This is an optimization exercise on Yosys and OpenROAD, whose aim is small area, not a production implementation.
In this exercise RTL edits were held to simulation tests only and were not proved equivalent to the original.
No run shown here takes its clock network from TritonCTS; it comes from the design's own scripts or RTL.
No driver is modelled on the clock port, so clock power and skew are understated where the tree is cut down; a real chip needs a root buffer or a tree.
Power and IR drop assume default switching activity.

File: design.v
module slpe_rx (
    input  wire       clk,
    input  wire       rst,
    input  wire       start,
    input  wire       rx_valid,
    input  wire [7:0] rx_data,
    output wire       busy,
    output wire       tx_valid,
    output wire [7:0] tx_data,
    output reg        pl_valid,
    output wire [7:0] pl_data,
    output wire       pl_commit,
    output wire       pl_discard,
    output wire       done,
    output wire       ok,
    output reg  [2:0] retries
);
    localparam [4:0] S_IDLE = 5'h0D, S_IDLEK = 5'h0E, S_IDLEE = 5'h08,
                     S_POLL = 5'h03, S_ENQ = 5'h07, S_ACK = 5'h0F,
                     S_ACK2 = 5'h02, S_DCHK = 5'h04, S_NAK = 5'h05,
                     S_RETN = 5'h06, S_RETE = 5'h0C, S_ERROR = 5'h00,
                     S_ENDK = 5'h01, S_ENDE = 5'h0A;
    localparam [4:0] S_STXA = 5'h15, S_STX = 5'h1D, S_LEN = 5'h18,
                     S_CMD0 = 5'h14, S_CMD1 = 5'h16, S_CMD2 = 5'h12,
                     S_EXT0 = 5'h1A, S_EXT1 = 5'h1C, S_EXT2 = 5'h1E,
                     S_FN0 = 5'h1F, S_FN1 = 5'h10, S_FN2 = 5'h13,
                     S_FN3 = 5'h11, S_DATA = 5'h19, S_ETX = 5'h1B,
                     S_CS = 5'h17;
    reg  [4:0]  st;
    reg  [7:0]  lb;         
    reg  [6:0]  tmr;        
    reg         div, mid;
    reg  [10:0] rem;        
    reg  [7:0]  crc;
    reg  [7:0]  fr;         
    reg         fm;         
    wire s_idle = (st == S_IDLE) || (st == S_IDLEK) || (st == S_IDLEE);
    assign busy       = !s_idle;
    assign done       = (st == S_IDLEK) || (st == S_IDLEE);
    assign ok         = st[1];
    assign pl_commit  = (st == S_DCHK);
    assign pl_discard = (st == S_RETN) || (st == S_ENDE);
    assign tx_valid   = (st == S_STXA) || (st == S_DCHK) || (st == S_RETN);
    assign pl_data    = lb;
    assign tx_data    = {3'b000, pl_discard, 1'b0, 1'b1, ~st[1], pl_discard};
    wire fs      = st[4];                  
    wire tmo     = fs && !rx_valid && !tmr[6] && tmr[5] && !tmr[4] && !tmr[1] && tmr[0];
    wire [6:0] tmr_n = {tmr[5:0], ~(tmr[6] ^ tmr[5])};
    wire [7:0] cx = crc ^ rx_data;
    reg  [7:0] cn;
    integer i;
    always @(*) begin
        cn = cx;
        for (i = 0; i < 8; i = i + 1)
            cn = cn[7] ? ((cn << 1) ^ 8'h07) : (cn << 1);
    end
    wire crc_ok = (cx == 8'h00);
    wire [10:0] e11    = {rem[2:0], rx_data};
    wire        isdata = (st == S_DATA);
    wire [10:0] kterm  = div ? (isdata ? 11'd13 : 11'd12) : (isdata ? 11'd6 : 11'd5);
    wire        z      = (rem == kterm);
    wire        fcin   = (st == S_FN1) ? (rx_data == 8'hFF) : 1'b1;
    wire [8:0]  fcy;
    assign fcy[0] = fcin;
    genvar g;
    generate for (g = 0; g < 8; g = g + 1) begin : g_finc
        assign fcy[g+1] = fcy[g] & lb[g];
    end endgenerate
    wire [8:0]  finc   = {fcy[8], lb ^ fcy[7:0]};
    wire [11:0] rby;
    assign rby[0] = 1'b1;
    generate for (g = 0; g < 11; g = g + 1) begin : g_rdec
        assign rby[g+1] = rby[g] & ~rem[g];
    end endgenerate
    wire [10:0] rem_dec = rem ^ rby[10:0];
    wire        feq    = (rx_data == fr);
    wire        stx    = (st == S_STX) || (st == S_STXA);
    wire        fnum   = (st == S_FN0) || (st == S_FN1) || (st == S_FN2) || (st == S_FN3);
    always @(posedge clk) begin
        if (rx_valid)
            lb <= rx_data;
        if (!fs || rx_valid)
            tmr <= 7'b0001000;
        else
            tmr <= tmr_n;
        if (stx)
            crc <= 8'h00;
        else if (rx_valid)
            crc <= cn;
        if (fnum && rx_valid) begin
            fr <= finc[7:0];
            fm <= (st == S_FN1) ? ~finc[8] : (fm & feq);
        end
        pl_valid <= 1'b0;
        case (st)
        S_IDLE, S_IDLEK, S_IDLEE: if (start) begin
            retries <= 3'd0;
            mid     <= 1'b0;
            st      <= S_POLL;
        end else
            st      <= S_IDLE;
        S_POLL: if (rx_valid) st <= S_ENQ;
        S_ENQ: if (!rx_valid) begin
            if (lb == 8'h05)      st <= S_ACK;
            else if (lb == 8'h15) st <= S_POLL;
            else                  st <= S_RETE;
        end
        S_ACK: st <= S_STXA;
        S_STXA, S_STX:
               if (tmo) st <= S_ERROR;
               else if (rx_valid) st <= (rx_data == 8'h02) ? S_LEN : S_NAK;
               else st <= S_STX;
        S_LEN: if (tmo) st <= S_ERROR;
               else if (rx_valid) begin
                   div <= 1'b0;
                   rem <= {3'b000, rx_data};
                   st  <= (rx_data >= 8'd5 && rx_data != 8'hFF) ? S_CMD0 : S_NAK;
               end
        S_CMD0, S_CMD1: if (tmo) st <= S_ERROR;
               else if (rx_valid) begin
                   pl_valid <= !mid;
                   st <= (st == S_CMD0) ? S_CMD1 : S_CMD2;
               end
        S_CMD2: if (tmo) st <= S_ERROR;
               else if (rx_valid) begin
                   pl_valid <= !mid;
                   st <= (rem[7:0] == 8'hFE) ? S_EXT0 : (z ? S_ETX : S_DATA);
               end
        S_EXT0: if (tmo) st <= S_ERROR;
                else if (rx_valid) begin
                    div <= (rx_data != 8'h00);
                    st  <= S_EXT1;
                end
        S_EXT1: if (tmo) st <= S_ERROR;
                else if (rx_valid) begin
                    rem <= {rem[2:0], rx_data};
                    div <= div | (rx_data[7:3] != 5'd0);
                    st  <= S_EXT2;
                end
        S_EXT2: if (tmo) st <= S_ERROR;
                else if (rx_valid) begin
                    rem <= {rem[2:0], rx_data};
                    if (mid || div || e11 > 11'd1032) begin
                        div <= 1'b1;
                        st  <= (div || e11 < 11'd12 || e11 > 11'd1036) ? S_NAK : S_FN0;
                    end else
                        st  <= (e11 < 11'd5) ? S_NAK : (e11 == 11'd5) ? S_ETX : S_DATA;
                end
        S_FN0, S_FN1, S_FN2: if (tmo) st <= S_ERROR;
                else if (rx_valid)
                    st <= (st == S_FN0) ? S_FN1 : (st == S_FN1) ? S_FN2 : S_FN3;
        S_FN3: if (tmo) st <= S_ERROR;
                else if (rx_valid)
                    st <= z ? S_ETX : S_DATA;
        S_DATA: if (tmo) st <= S_ERROR;
                else if (rx_valid) begin
                    pl_valid <= 1'b1;
                    rem      <= rem_dec;
                    if (z) st <= S_ETX;
                end
        S_ETX: if (tmo) st <= S_ERROR;
               else if (rx_valid) st <= (rx_data == 8'h03) ? S_CS : S_NAK;
        S_CS: if (tmo) st <= S_NAK;
              else if (rx_valid) st <= crc_ok ? S_ACK2 : S_NAK;
        S_ACK2: st <= S_DCHK;
        S_DCHK: if (div && !fm) begin
                    mid <= 1'b1;
                    st  <= S_POLL;
                end else
                    st  <= S_ENDK;
        S_NAK: st <= S_RETN;
        S_RETN, S_RETE: begin
            retries <= {retries[2] ^ (retries[1] & retries[0]), retries[1] ^ retries[0], ~retries[0]};
            st      <= retries[2] ? S_ERROR : S_POLL;
        end
        S_ERROR: st <= S_ENDE;
        S_ENDK:  st <= S_IDLEK;
        S_ENDE:  st <= S_IDLEE;
        default: st <= S_IDLE;
        endcase
        if (rst) begin
            st       <= S_IDLE;
            retries  <= 3'd0;
            pl_valid <= 1'b0;
        end
    end
endmodule
File: flow/run.sh
#!/bin/bash
# Own layout flow: the standard flow (standard.sh) with three changes:
#  - synthesis: synth_recipe.tcl unchanged except that Yosys's abc call uses
#    an area-oriented ABC script (flow/area.abc) and that adders are left to
#    ABC instead of being extracted into half-adder cells; registers are
#    untouched;
#  - port buffers are buf_1 cells (BUFFER_PORTS_ARGS);
#  - the clock tree is one level of clkbuf_8 cells fed by the clock port,
#    each driving one spatial cluster of the registers (flow/cts_single.tcl).
set -e
HERE=$(pwd)
{
  head -n 1 synth_recipe.tcl
  cat <<TCL
proc extract_fa {args} { puts "extract_fa skipped" }
proc abc {args} {
  set i [lsearch \$args -script]
  if {\$i >= 0} { lset args [expr {\$i+1}] $HERE/flow/area.abc }
  yosys abc {*}\$args
}
TCL
  tail -n +2 synth_recipe.tcl
} > my_synth.tcl
sed "s#SYNTH_SCRIPT=[^ ]*#SYNTH_SCRIPT=$HERE/my_synth.tcl#" standard.sh > my_standard.sh
grep -q "SYNTH_SCRIPT=$HERE/my_synth.tcl" my_standard.sh
export BUFFER_PORTS_ARGS="-buffer_cell sky130_fd_sc_hd__buf_1"
export PRE_CTS_TCL=$HERE/flow/cts_single.tcl
export MY_CTS_NCLUST=3
export REMOVE_ABC_BUFFERS=1
export SKIP_REPAIR_TIE_FANOUT=1
bash my_standard.sh > $HERE/standard.log 2>&1
File: flow/area.abc
strash
balance -l; resub -K 6 -l; rewrite -l; resub -K 6 -N 2 -l; refactor -l; resub -K 8 -l; balance -l; resub -K 8 -N 2 -l; rewrite -l; resub -K 10 -l; rewrite -z -l; resub -K 10 -N 2 -l; balance -l; resub -K 12 -l; refactor -z -l; resub -K 12 -N 2 -l; rewrite -z -l; balance -l
&get -n
&st
&synch2
&nf -R 1000 -a
&put
strash
balance -l; resub -K 6 -l; rewrite -l; resub -K 6 -N 2 -l; refactor -l; resub -K 8 -l; balance -l; resub -K 8 -N 2 -l; rewrite -l; resub -K 10 -l; rewrite -z -l; resub -K 10 -N 2 -l; balance -l; resub -K 12 -l; refactor -z -l; resub -K 12 -N 2 -l; rewrite -z -l; balance -l
&get -n
&st
&dch -f
&nf -R 1000 -a
&put
strash
balance -l; resub -K 6 -l; rewrite -l; resub -K 6 -N 2 -l; refactor -l; resub -K 8 -l; balance -l; resub -K 8 -N 2 -l; rewrite -l; resub -K 10 -l; rewrite -z -l; resub -K 10 -N 2 -l; balance -l; resub -K 12 -l; refactor -z -l; resub -K 12 -N 2 -l; rewrite -z -l; balance -l
dch -f
amap -F 20 -A 20
topo
dnsize
File: flow/cts_single.tcl
# Replace TritonCTS by a one-level clock tree: the clock port drives a few
# clkbuf cells directly, each driving one spatial cluster of the clock sinks.
rename clock_tree_synthesis _orig_clock_tree_synthesis
proc split_sinks { sinks n } {
  if { $n <= 1 } { return [list $sinks] }
  set xs [lsort -integer [lmap s $sinks {lindex $s 1}]]
  set ys [lsort -integer [lmap s $sinks {lindex $s 2}]]
  set axis 1
  if { [lindex $ys end] - [lindex $ys 0] > [lindex $xs end] - [lindex $xs 0] } { set axis 2 }
  set s [lsort -integer -index $axis $sinks]
  set n1 [expr {$n / 2}]
  set cut [expr {([llength $s] * $n1 + $n / 2) / $n}]
  return [concat [split_sinks [lrange $s 0 [expr {$cut - 1}]] $n1] \
                 [split_sinks [lrange $s $cut end] [expr {$n - $n1}]]]
}
proc clock_tree_synthesis { args } {
  set nclust 4
  if { [info exists ::env(MY_CTS_NCLUST)] } { set nclust $::env(MY_CTS_NCLUST) }
  set bufname sky130_fd_sc_hd__clkbuf_8
  if { [info exists ::env(MY_CTS_BUF)] } { set bufname $::env(MY_CTS_BUF) }
  set block [ord::get_db_block]
  set db [ord::get_db]
  set master [$db findMaster $bufname]
  set clknet [$block findNet clk]
  # sinks with their pin locations
  set sinks {}
  foreach it [$clknet getITerms] {
    set inst [$it getInst]
    set box [$inst getBBox]
    set x [expr {([$box xMin] + [$box xMax]) / 2}]
    set y [expr {([$box yMin] + [$box yMax]) / 2}]
    lappend sinks [list $it $x $y]
  }
  # recursive bisection along the longer side, group sizes in proportion
  # to the number of buffers each side gets
  set groups [split_sinks $sinks $nclust]
  set k 0
  foreach g $groups {
    set newnet [odb::dbNet_create $block clknet_leaf_${k}_clk]
    $newnet setSigType CLOCK
    set sx 0
    set sy 0
    foreach s $g {
      set it [lindex $s 0]
      set sx [expr {$sx + [lindex $s 1]}]
      set sy [expr {$sy + [lindex $s 2]}]
      $it disconnect
      $it connect $newnet
    }
    set n [llength $g]
    set buf [odb::dbInst_create $block $master clkbuf_leaf_${k}_clk]
    [$buf findITerm A] connect $clknet
    [$buf findITerm X] connect $newnet
    $buf setLocation [expr {$sx / $n}] [expr {$sy / $n}]
    $buf setPlacementStatus PLACED
    puts "clock buffer $k drives $n sinks"
    incr k
  }
  set_propagated_clock [all_clocks]
}
File: standard.sh
#!/bin/bash
# synth_recipe.tcl (not shown) runs the flow's synth.tcl, then flattens the netlist and writes it again
# the make line also repeats each setting of config.mk as NAME=value (left out here)
make -C /OpenROAD-flow-scripts/flow DESIGN_CONFIG=/design/flow/config.mk WORK_HOME=/design/flow/orfs CLKGATE_MAP_FILE= SYNTH_SCRIPT=/design/flow/synth_recipe.tcl "${@:-finish}"
File: config.mk
export PLATFORM = sky130hd
export DESIGN_NAME = slpe_rx
export DESIGN_NICKNAME = slpe_rx
export VERILOG_FILES = /design/flow/design.v
export SDC_FILE = /design/flow/constraint.sdc
export NUM_CORES = 4
export LEC_CHECK = 0
export CAP_MARGIN = 20
export CORE_MARGIN = 2
export CORE_UTILIZATION = 65
export GPL_TIMING_DRIVEN = 0
export PLACE_DENSITY = 0.75
export SLEW_MARGIN = 20
File: constraint.sdc
create_clock -name core_clock -period 5.0 [get_ports {clk}]
set_input_delay 1.0000 -clock core_clock [delete_from_list [all_inputs] [get_ports {clk}]]
set_output_delay 1.0000 -clock core_clock [all_outputs]
set_load 0.01 [all_outputs]
==> results.yml, run 1 <==
routing:
  ant_nets: 0
  routedWlPerCell_um: 17.1
  drt_iter0_markers: 238
  drt_wl_total_um: 7960
  vias_per_cell: 6.51
  drc: 0
  via_count: 3027
  drt-pass1-iter-count: 6
run_status:
  status: "finished clean"
worst_setup_path:
  critPathSlowestCell: "nor2_1"
  crit_path_start: "st[4]"
  r2r_cells: 12
  worstPathCellList: "clkinv_1 > nor3_1 > clkinv_1 > nor2_1 > a21oi_1 > o21a_1 > nor4_1 > nor3_1 > a21oi_1 > clkinv_1 > nor3_1 > a211oi_1"
  cp.required_ns: 5.04
  rrSetupSlack_ns: 0.96
  cpPeakStageDelay_ns: 0.63
  critPathTopFamily: "simple AND/OR/NAND/NOR gates"
  path_buf_inv: 3
  r2r-start: "st[4]"
  critPathCaptureType: "flip-flop"
  worstSetupPathType: "flip-flop to flip-flop"
  cp_num_cells: 12
  crit_arrival_ns: 4.08
  worstPathMaxFanout: 13
  worstSetupStartpointType: "flip-flop"
  reg2reg_to: "st[4]"
power:
  switching_share_pct: 42.3
  ir_drop_uv: 345
  power.leakage_uw: 0.00106
  power_frac_comb_pct: 43.8
  pwr_density_cell_nw_per_um2: 443
  p_int_uw: 840
  clockPowerShare_pct: 11.2
  seqPwrFrac_pct: 45.0
  switchingPower_uw: 616
place:
  portBuffers: 32
  hpwl_um: 6090
  pre_cts_ws_ns: 0.360
  gp_congestion: 1.03
sta:
  hold_violations: 0
  fin_ws_ns: 0.964
  setup_viol: 0
  maxSlewHeadroom_pct: 48.8
  max_freq_mhz: 248
  min_period_ns: 4.04
  rsz0062_at_grt: "no"
  fin_crit_sh_pct: 80.7
  worstMarginPinSlew_ns: 0.765
  clock-skew-final_ns: 0.0118
  maxSlewViolCount: 0
  setup_tns_ns: 0
synth:
  synth_edf_count: 30
  ys.flop_type: "edfxtp_1"
  syn_area_um2: 3100
  synth_top_area_share_pct: 29.0
  avgSynthCellArea_um2: 8.11
  synth-seq-cells: 54
  yosys_warnings: 1
  synthTopCellsByArea: "edfxtp_1 (29%), dfxtp_1 (15%), nor2_1 (7.3%)"
  synthArstFlopShare_pct: 0
  yosys.area.top_type: "edfxtp_1"
  synthTopCellsByCount: "nor2_1 (60), clkinv_1 (47), nand2_1 (36)"
  ys_seq_area_share_pct: 44.5
  synth_most_common_cell: "nor2_1"
  yosysUniqueCellTypes: 40
  syn-instance-count: 383
grt:
  grt_pass1_wl_um: 12600
  grt_max_degree: 22
  grt_pass1_vias: 2705
  grt_use_total_pct: 29.7
  grt_antenna_before_repair: 0
  grt.overflow.total: 0
die:
  initial_core_util_pct: 66.6
  core_area_um2: 4660
  die_h_um: 73.1
  rows: 25
  io-pin-count: 38
  dieArea_um2: 5340
  dieWidth_um: 73.1
run:
  maxCapViolCount: 0
cells_and_area:
  n_antenna_cell: 0
  area_growth_pct: 5.84
  final_util_pct: 70.5
  final_layout_size_suffix_gt1_share_pct: 1.22
  nets: 425
clock_tree:
  cts_setup_buffers: 0
  worstSkewPairLatency_ns: 0.17
  cts-resized-gates: 0
  postCtsHoldBufs: 0
  cts.reportedPaths.clkPinSlew_ns: 0.11
hold_path:
  whs_path_depth: 1
  min-delay-start: "tmr[2]"
  min_to: "tmr[3]"
  hold_path_class: "flip-flop to flip-flop"
layout by cell type (no fill, tap or decap), types with 2 or more instances in the layout:
cell type	instances
or3_1	2
dfxtp_1	24
o2111ai_1	3
nor2_1	60
a31oi_1	5
a211oi_1	4
o22ai_1	10
o221a_1	9
o221ai_1	4
nand4_1	6
o21a_1	8
clkbuf_8	3
buf_1	31
a21oi_1	28
o21ai_0	31
nand3_1	7
edfxtp_1	30
a221oi_1	4
o211ai_1	3
nor3_1	22
and3_1	5
clkinv_1	47
conb_1	2
a32oi_1	2
nand2_1	36
o311ai_0	2
nor4_1	6
a21o_1	2
worst reg2reg max path: cells and delay by family, from the launching register on:
kind / cells / cell delay [ns]
AOI/OAI and AO/OA: 4 / 0.85
DFF: 1 / 0.54
buffers and inverters: 3 / 0.88
and+or+nand+nor: 5 / 1.66
through the flow:
| step | std cells | total power, µW | instance area, µm² | hold WS (ns) |
|---|---|---|---|---|
| floorplan | 376 | 1110 | 3050 | 0.384 |
| global route | 465 | 1560 | 3290 | 0.470 |
| detailed placement | 462 | 1280 | 3240 | 0.429 |
| finish | 465 | 1460 | 3290 | 0.457 |
| CTS | 465 | 1440 | 3280 | 0.463 |
| global placement | 462 | 1270 | 3240 | 0.401 |
sequential cells by signal, summed over array words and instances (netlist names):
signal / cells
pl_valid: 1
retries: 3
div: 1
rem: 11
tmr: 7
st: 5
crc: 8
mid: 1
fr: 8
lb: 8
fm: 1
cell families after synthesis:
group | Yosys count | share of synthesized area [%]
AND/OR/NAND/NOR | 149 | 21.2
AO/OA/AOI/OAI | 123 | 26.4
flip-flops | 54 | 44.5
buffers and inverters | 54 | 7.38
other | 2 | 0.242
XOR/XNOR | 1 | 0.282
power by group through the flow:
stage	logic [µW]	clock network, µW	registers, µW
2_1_floorplan	472	0	641
3_3_place_gp	616	0	655
3_5_place_dp	623	0	660
4_1_cts	625	166	650
5_1_grt	716	174	665
6_report	637	163	655
worst max-delay path by stage:
stage / endpoint / slack (ns)
finish: st[4] / 0.96
detailed placement: st[4] / 0.36
floorplan: st[3] / 2.09
CTS: st[4] / 0.55
global route: st[3] / 0.45
global placement: st[1] / 0.43
area by class of cell:
cell class / instances / area (µm²)
multi-input combinational: 275 / 1500
sequential: 54 / 1380
fill: 401 / 1380
inverter: 47 / 176
timing repair buffer: 32 / 121
tap: 54 / 67.6
buffer: 3 / 41.3
per-layer routing:
metal / global-route usage, % / part of all wire (%) / vias up / routed length (µm)
met3: 2.35 / 6.3 / 14 / 500
met2: 52.2 / 49 / 130 / 3930
li1: - / - / 1475 / -
met4: 4.12 / 1.3 / 0 / 104
met5: 0 / 0 / - / 0
met1: 41.0 / 43 / 1408 / 3420
==> run 2: changes to the inputs <==
--- a/design.v
+++ b/design.v
@@ -87,10 +87,10 @@
             crc <= 8'h00;
         else if (rx_valid)
             crc <= cn;
-        if (fnum && rx_valid) begin
+        if (rx_valid)
             fr <= finc[7:0];
+        if (fnum && rx_valid)
             fm <= (st == S_FN1) ? ~finc[8] : (fm & feq);
-        end
         pl_valid <= 1'b0;
         case (st)
         S_IDLE, S_IDLEK, S_IDLEE: if (start) begin
@@ -112,7 +112,7 @@
                else st <= S_STX;
         S_LEN: if (tmo) st <= S_ERROR;
                else if (rx_valid) begin
-                   div <= 1'b0;
+                   div <= (rx_data == 8'hFE);    
                    rem <= {3'b000, rx_data};
                    st  <= (rx_data >= 8'd5 && rx_data != 8'hFF) ? S_CMD0 : S_NAK;
                end
@@ -124,7 +124,7 @@
         S_CMD2: if (tmo) st <= S_ERROR;
                else if (rx_valid) begin
                    pl_valid <= !mid;
-                   st <= (rem[7:0] == 8'hFE) ? S_EXT0 : (z ? S_ETX : S_DATA);
+                   st <= div ? S_EXT0 : (z ? S_ETX : S_DATA);
                end
         S_EXT0: if (tmo) st <= S_ERROR;
                 else if (rx_valid) begin
==> run 2 against run 1 <==
Effect of this change:
- critical path depth shrank 1
- die area is 0.15% lower
- combinational power is about 10% lower
- first-iteration DRC count grew 29%
- cell count grew 1.1%
- critical endpoint is now st[2]
- sequential power fell by 3%
- via count shrank 0.40%
==> results.yml, run 2 <==
run_status:
  status: "finished clean"
worst_setup_path:
  cpPeakStageDelay_ns: 0.64
  crit_top_cell: "clkinv_1"
  worstPathMaxFanout: 27
  critPathTopFamily: "buffers and inverters"
  critPathSlowestCell: "clkinv_1"
  reg2reg_to: "st[2]"
  rrSetupSlack_ns: 1.54
  cp.required_ns: 5.05
  crit_arrival_ns: 4.45
  worstPathCellList: "buf_2 > clkinv_1 > and3_1 > nand4_1 > clkinv_1 > nor2_1 > clkinv_1 > o221ai_1 > clkinv_1 > o21ai_0 > o211ai_1"
  r2r-start: "st[1]"
  path_buf_inv: 5
  worstSetupStartpointType: "input pin"
  worstSetupPathType: "input pin to flip-flop"
  r2r_cells: 12
  critPathCaptureType: "flip-flop"
synth:
  syn-instance-count: 388
  synthTopCellsByCount: "nor2_1 (69), clkinv_1 (46), a21oi_1 (42)"
  yosys_warnings: 1
  avgSynthCellArea_um2: 7.99
  yosysUniqueCellTypes: 37
  synth_edf_count: 30
  ys.flop_type: "edfxtp_1"
  synth_most_common_cell: "nor2_1"
  synthTopCellsByArea: "edfxtp_1 (29%), dfxtp_1 (16%), nor2_1 (8.4%)"
  yosys.area.top_type: "edfxtp_1"
  synth-seq-cells: 54
  synth_top_area_share_pct: 29.1
  ys_seq_area_share_pct: 44.6
  synthArstFlopShare_pct: 0
  syn_area_um2: 3100
power:
  seqPwrFrac_pct: 46.4
  power.leakage_uw: 0.00106
  switchingPower_uw: 559
  clockPowerShare_pct: 11.9
  switching_share_pct: 40.7
  p_int_uw: 814
  pwr_density_cell_nw_per_um2: 419
  power_frac_comb_pct: 41.7
  ir_drop_uv: 285
grt:
  grt_use_total_pct: 31.0
  grt_pass1_vias: 2762
  grt_pass1_wl_um: 13300
  grt_max_degree: 28
  grt_antenna_before_repair: 0
  grt.overflow.total: 0
die:
  rows: 25
  dieArea_um2: 5340
  initial_core_util_pct: 66.5
  io-pin-count: 38
  die_h_um: 73.1
  dieWidth_um: 73.1
  core_area_um2: 4660
sta:
  clock-skew-final_ns: 0.00902
  min_period_ns: 4.40
  worstMarginPinSlew_ns: 0.677
  rsz0062_at_grt: "no"
  fin_ws_ns: 0.603
  hold_violations: 0
  max_freq_mhz: 227
  holdWs_ns: 0.438
  setup_viol: 0
  fin_crit_sh_pct: 87.9
  maxSlewHeadroom_pct: 54.9
  maxSlewViolCount: 0
clock_tree:
  cts_setup_buffers: 0
  cts.reportedPaths.clkPinSlew_ns: 0.11
  cts-resized-gates: 0
  worstSkewPairLatency_ns: 0.17
  postCtsHoldBufs: 0
run:
  maxCapViolCount: 0
hold_path:
  min_to: "tmr[3]"
  min-delay-start: "tmr[2]"
  hold_path_class: "flip-flop to flip-flop"
  whs_path_depth: 1
cells_and_area:
  final_layout_size_suffix_gt1_share_pct: 1.20
  area_growth_pct: 5.85
  layout_commonest_cell: "nor2_1"
  n_antenna_cell: 0
  top_register: "rem"
  fillCellCount: 399
  fin_cells: 470
  largest_register_ffs: 11
  final_cell_mix: "nor2_1 (69), clkinv_1 (46), a21oi_1 (41)"
  nets: 430
routing:
  routedWlPerCell_um: 17.0
  via_count: 3015
  vias_per_cell: 6.41
  drt_iter0_markers: 307
  drt_wl_total_um: 7980
  drc: 0
  drt-pass1-iter-count: 6
  ant_nets: 0
place:
  gp_congestion: 0.947
  portBuffers: 32
  pre_cts_ws_ns: 0.561
  dpl.cell_count: 467
  hpwl_um: 5960
run 2: layout make-up:
| cell class | instances | area, µm² | share of cell area [%] |
|---|---|---|---|
| multi-input cells | 281 | 1500 | 45.6 |
| flip-flops and latches | 54 | 1380 | 42.1 |
| inverters | 46 | 173 | 5.26 |
| repair buffers | 32 | 121 | 3.70 |
| well taps | 54 | 67.6 | 2.06 |
| plain buffers | 3 | 41.3 | 1.26 |
run 2: through the flow:
step                total power [µW]  TNS [ns]  cell area [µm²]  util, %
finish                          1370         0             3280     70.4
global route                    1470         0             3280     70.4
CTS                             1360         0             3280     70.3
detailed placement              1200         0             3240     69.4
global placement                1190    -0.381             3230     69.4
floorplan                       1050         0             3050        -
run 2: logic make-up after synthesis:
| logic type | count (synthesis) | share of synthesized area (%) |
|---|---|---|
| AOI/OAI and AO/OA | 122 | 24.8 |
| buffers and inverters | 53 | 7.27 |
| other | 2 | 0.242 |
| DFF | 54 | 44.6 |
| and+or+nand+nor | 157 | 23.1 |
run 2: how the worst max path moves through the flow:
| stage | start | to | cells past startpoint |
|---|---|---|---|
| 3_5_place_dp | rx_valid | st[2] | 11 |
| 2_1_floorplan | rx_data[2] | fm | 13 |
| 4_1_cts | rx_valid | st[2] | 11 |
| 3_3_place_gp | rx_valid | st[2] | 11 |
| 5_1_grt | rx_valid | st[2] | 11 |
| 6_report | rx_valid | st[2] | 11 |
run 2: layer usage:
| metal | up-vias | GRT usage, % | share of wire, % |
|---|---|---|---|
| met5 | - | 0 | 0 |
| met4 | 0 | 8.85 | 2.4 |
| met3 | 23 | 1.93 | 8.6 |
| met2 | 151 | 50.6 | 47 |
| met1 | 1356 | 44.7 | 42 |
| li1 | 1485 | - | - |
run 2: power groups by stage:
stage | Clock [µW] | Sequential, µW | Combinational, µW
floorplan | 0 | 622 | 427
global placement | 0 | 639 | 549
detailed placement | 0 | 642 | 557
CTS | 170 | 632 | 560
global route | 180 | 646 | 649
finish | 164 | 637 | 572
==> run 3: changes to the inputs <==
--- a/flow/area.abc
+++ b/flow/area.abc
@@ -16,5 +16,8 @@
 balance -l; resub -K 6 -l; rewrite -l; resub -K 6 -N 2 -l; refactor -l; resub -K 8 -l; balance -l; resub -K 8 -N 2 -l; rewrite -l; resub -K 10 -l; rewrite -z -l; resub -K 10 -N 2 -l; balance -l; resub -K 12 -l; refactor -z -l; resub -K 12 -N 2 -l; rewrite -z -l; balance -l
 dch -f
 amap -F 20 -A 20
+strash
+dch -f
+amap -F 20 -A 20
 topo
 dnsize
==> run 3 against run 2 <==
Effect of this change:
- via count down 0.60%
- highest routed layer unchanged
- synthesized cell count fell by 0.52%
- register-to-register slack worse by 0.56 ns
- clock skew increased by 0.0010 ns
- area after synthesis is 0.40% lower
- sequential power rose by 0.8%
- power is 1.0% higher
- fmax grew 9.3%
- clock power fell by 2%
- global-route usage decreased by 2.3 points
- cell count fell by 0.21%
==> results.yml, run 3 <==
cells_and_area:
  fillCellCount: 380
  final_cell_mix: "nor2_1 (64), clkinv_1 (49), a21oi_1 (38)"
  layout_commonest_cell: "nor2_1"
  fin_cells: 469
  final_layout_size_suffix_gt1_share_pct: 1.69
  top_register: "rem"
  largest_register_ffs: 11
  n_antenna_cell: 0
  area_growth_pct: 6.24
  nets: 429
synth:
  ys_seq_area_share_pct: 44.8
  yosysUniqueCellTypes: 39
  synth_edf_count: 30
  yosys_warnings: 1
  ys.flop_type: "edfxtp_1"
  synth-seq-cells: 54
  synth_top_area_share_pct: 29.2
  synthTopCellsByCount: "nor2_1 (64), clkinv_1 (49), a21oi_1 (39)"
  avgSynthCellArea_um2: 8.00
  synthTopCellsByArea: "edfxtp_1 (29%), dfxtp_1 (16%), nor2_1 (7.8%)"
  synthArstFlopShare_pct: 0
  yosys.area.top_type: "edfxtp_1"
  syn_area_um2: 3090
  synth_most_common_cell: "nor2_1"
  syn-instance-count: 386
sta:
  clock-skew-final_ns: 0.0100
  setup_tns_ns: 0
  max_freq_mhz: 249
  fin_ws_ns: 0.977
  maxSlewViolCount: 0
  rsz0062_at_grt: "no"
  fin_crit_sh_pct: 80.5
  min_period_ns: 4.02
  maxSlewHeadroom_pct: 51.6
  hold_violations: 0
  setup_viol: 0
  worstMarginPinSlew_ns: 0.726
grt:
  grt_pass1_wl_um: 12200
  use_met2_pct: 45.1
  met3_usage_pct: 2.76
  use_met1_pct: 42.6
  grt_antenna_before_repair: 0
  busiest_layer: "met2"
  grt_max_degree: 27
  grt_pass1_vias: 2674
  grt.overflow.total: 0
  grt_use_total_pct: 28.7
routing:
  routedWlPerCell_um: 16.2
  drc: 0
  drt_wl_total_um: 7580
  drt_iter0_markers: 419
  via_count: 2997
  drt-pass1-iter-count: 5
  ant_nets: 0
  vias_per_cell: 6.39
worst_setup_path:
  cp.required_ns: 5.05
  r2r_cells: 10
  worstSetupPathType: "flip-flop to flip-flop"
  worstSetupStartpointType: "flip-flop"
  worstPathMaxFanout: 13
  critPathCaptureType: "flip-flop"
  crit_arrival_ns: 4.08
power:
  ir_drop_uv: 295
  power.leakage_uw: 0.00106
  seqPwrFrac_pct: 46.3
  switchingPower_uw: 573
  power_frac_comb_pct: 42.2
  clockPowerShare_pct: 11.5
  switching_share_pct: 41.3
  p_int_uw: 814
  pwr_density_cell_nw_per_um2: 423
clock_tree:
  cts_setup_buffers: 0
  cts.reportedPaths.clkPinSlew_ns: 0.11
  cts-resized-gates: 0
  worstSkewPairLatency_ns: 0.16
  postCtsHoldBufs: 0
die:
  dieArea_um2: 5320
  rows: 25
  dieWidth_um: 72.9
  die_h_um: 72.9
  io-pin-count: 38
  initial_core_util_pct: 66.2
  core_area_um2: 4660
run:
  maxCapViolCount: 0
hold_path:
  hold_path_class: "flip-flop to flip-flop"
  whs_path_depth: 1
place:
  dpl.cell_count: 466
  pre_cts_ws_ns: 0.996
  gp_congestion: 0.944
  hpwl_um: 5640
  portBuffers: 32
run_status:
  status: "finished clean"
-- run 3: cell types whose count changed after synthesis, sizes merged, moves of 3 or more --
cell	change
o221a	-5
a21oi	-3
a221oi	+4
nor2	-5
o21a	+3
or4	+3
o22ai	+7
clkinv	+3
o21ai	-5
or3	-4
nor3	+3
-- run 3: power by group through the flow --
stage	clock, µW	sequential, µW	combinational (µW)
detailed placement	0	646	570
CTS	164	637	572
global placement	0	646	556
finish	160	642	586
global route	180	653	657
floorplan	0	628	429
-- run 3: cell families after synthesis --
kind of cell / count (synthesis) / share of synthesized area, %
and+or+nand+nor: 149 / 22.0
xor gates and xnor gates: 2 / 0.568
AOI/OAI and AO/OA: 123 / 24.8
other: 2 / 0.243
buffers and inverters: 56 / 7.66
DFF: 54 / 44.8
-- run 3: cell type report --
type | instances | area [µm²] | area share, %
Timing Repair Buffer | 33 | 126 | 3.85
Inverter | 49 | 184 | 5.61
Sequential cell | 54 | 1380 | 42.1
Tap cell | 54 | 67.6 | 2.06
Multi-Input combinational cell | 276 | 1480 | 45.1
Buffer | 3 | 41.3 | 1.26
-- run 3: worst paths after layout --
path         startpoint      to  slack [ns]
max               st[3]   st[4]        0.98
min reg2reg      tmr[2]  tmr[3]        0.42
min              tmr[2]  tmr[3]        0.42
max reg2reg       st[3]   st[4]        0.98
-- run 3: layer usage --
metal	share of wire, %	up-vias
li1	-	1473
met1	44	1326
met2	45	172
met3	8.4	26
met4	2.6	0
met5	0	-
-- run 3: per-stage QoR --
| step | hold slack (ns) | utilization (%) | cell area, µm² | total power (µW) |
|---|---|---|---|---|
| global placement | 0.395 | 69.1 | 3220 | 1200 |
| global route | 0.443 | 70.4 | 3280 | 1490 |
| detailed placement | 0.395 | 69.4 | 3230 | 1220 |
| CTS | 0.422 | 70.3 | 3280 | 1370 |
| finish | 0.417 | 70.4 | 3280 | 1390 |
| floorplan | 0.384 | - | 3030 | 1060 |
-- run 3: worst max-delay path, stage by stage (launching register included) --
cell	delay [ns]
dfxtp_1	0.61
clkinv_1	0.46
nor2_1	0.61
a21oi_1	0.18
o21a_1	0.21
nor3_1	0.14
o21ai_0	0.19
a221oi_1	0.70
clkinv_1	0.34
o41ai_1	0.40
a21oi_1	0.07

==> re-timing with driven ports <==
In the flow no input, the clock included, has a driving cell. The finished layouts below were timed again as built, in two steps.
Step 1 assumes that a clkbuf_16 drives the clock port and a buf_2 every other input.
Step 2 also shifts input and output timing later by t, the mid clock arrival at the registers, as if the neighbouring blocks saw the same clock.
a / b / c = ideal / step 1 / step 2; a / b = the first two.
| run | shift t [ns] | setup slack, ns | worst hold slack (ns) | worst setup path after step 2 | cell pins on the clock port's net |
|---|---|---|---|---|---|
| run 1 | 0.211 | 0.964 / 0.964 / 0.884 | 0.457 / 0.457 / 0.457 | input to register | 3 |
| run 2 | 0.211 | 0.603 / 0.632 / 0.420 | 0.438 / 0.438 / 0.438 | input to register | 3 |
| run 3 | 0.209 | 0.977 / 0.977 / 0.936 | 0.417 / 0.417 / 0.417 | input to register | 3 |
After both steps setup and hold are still met in every run listed. The setup slack of run 2, which loses most, moves by +0.029 ns with the drivers and by -0.183 ns with both steps.
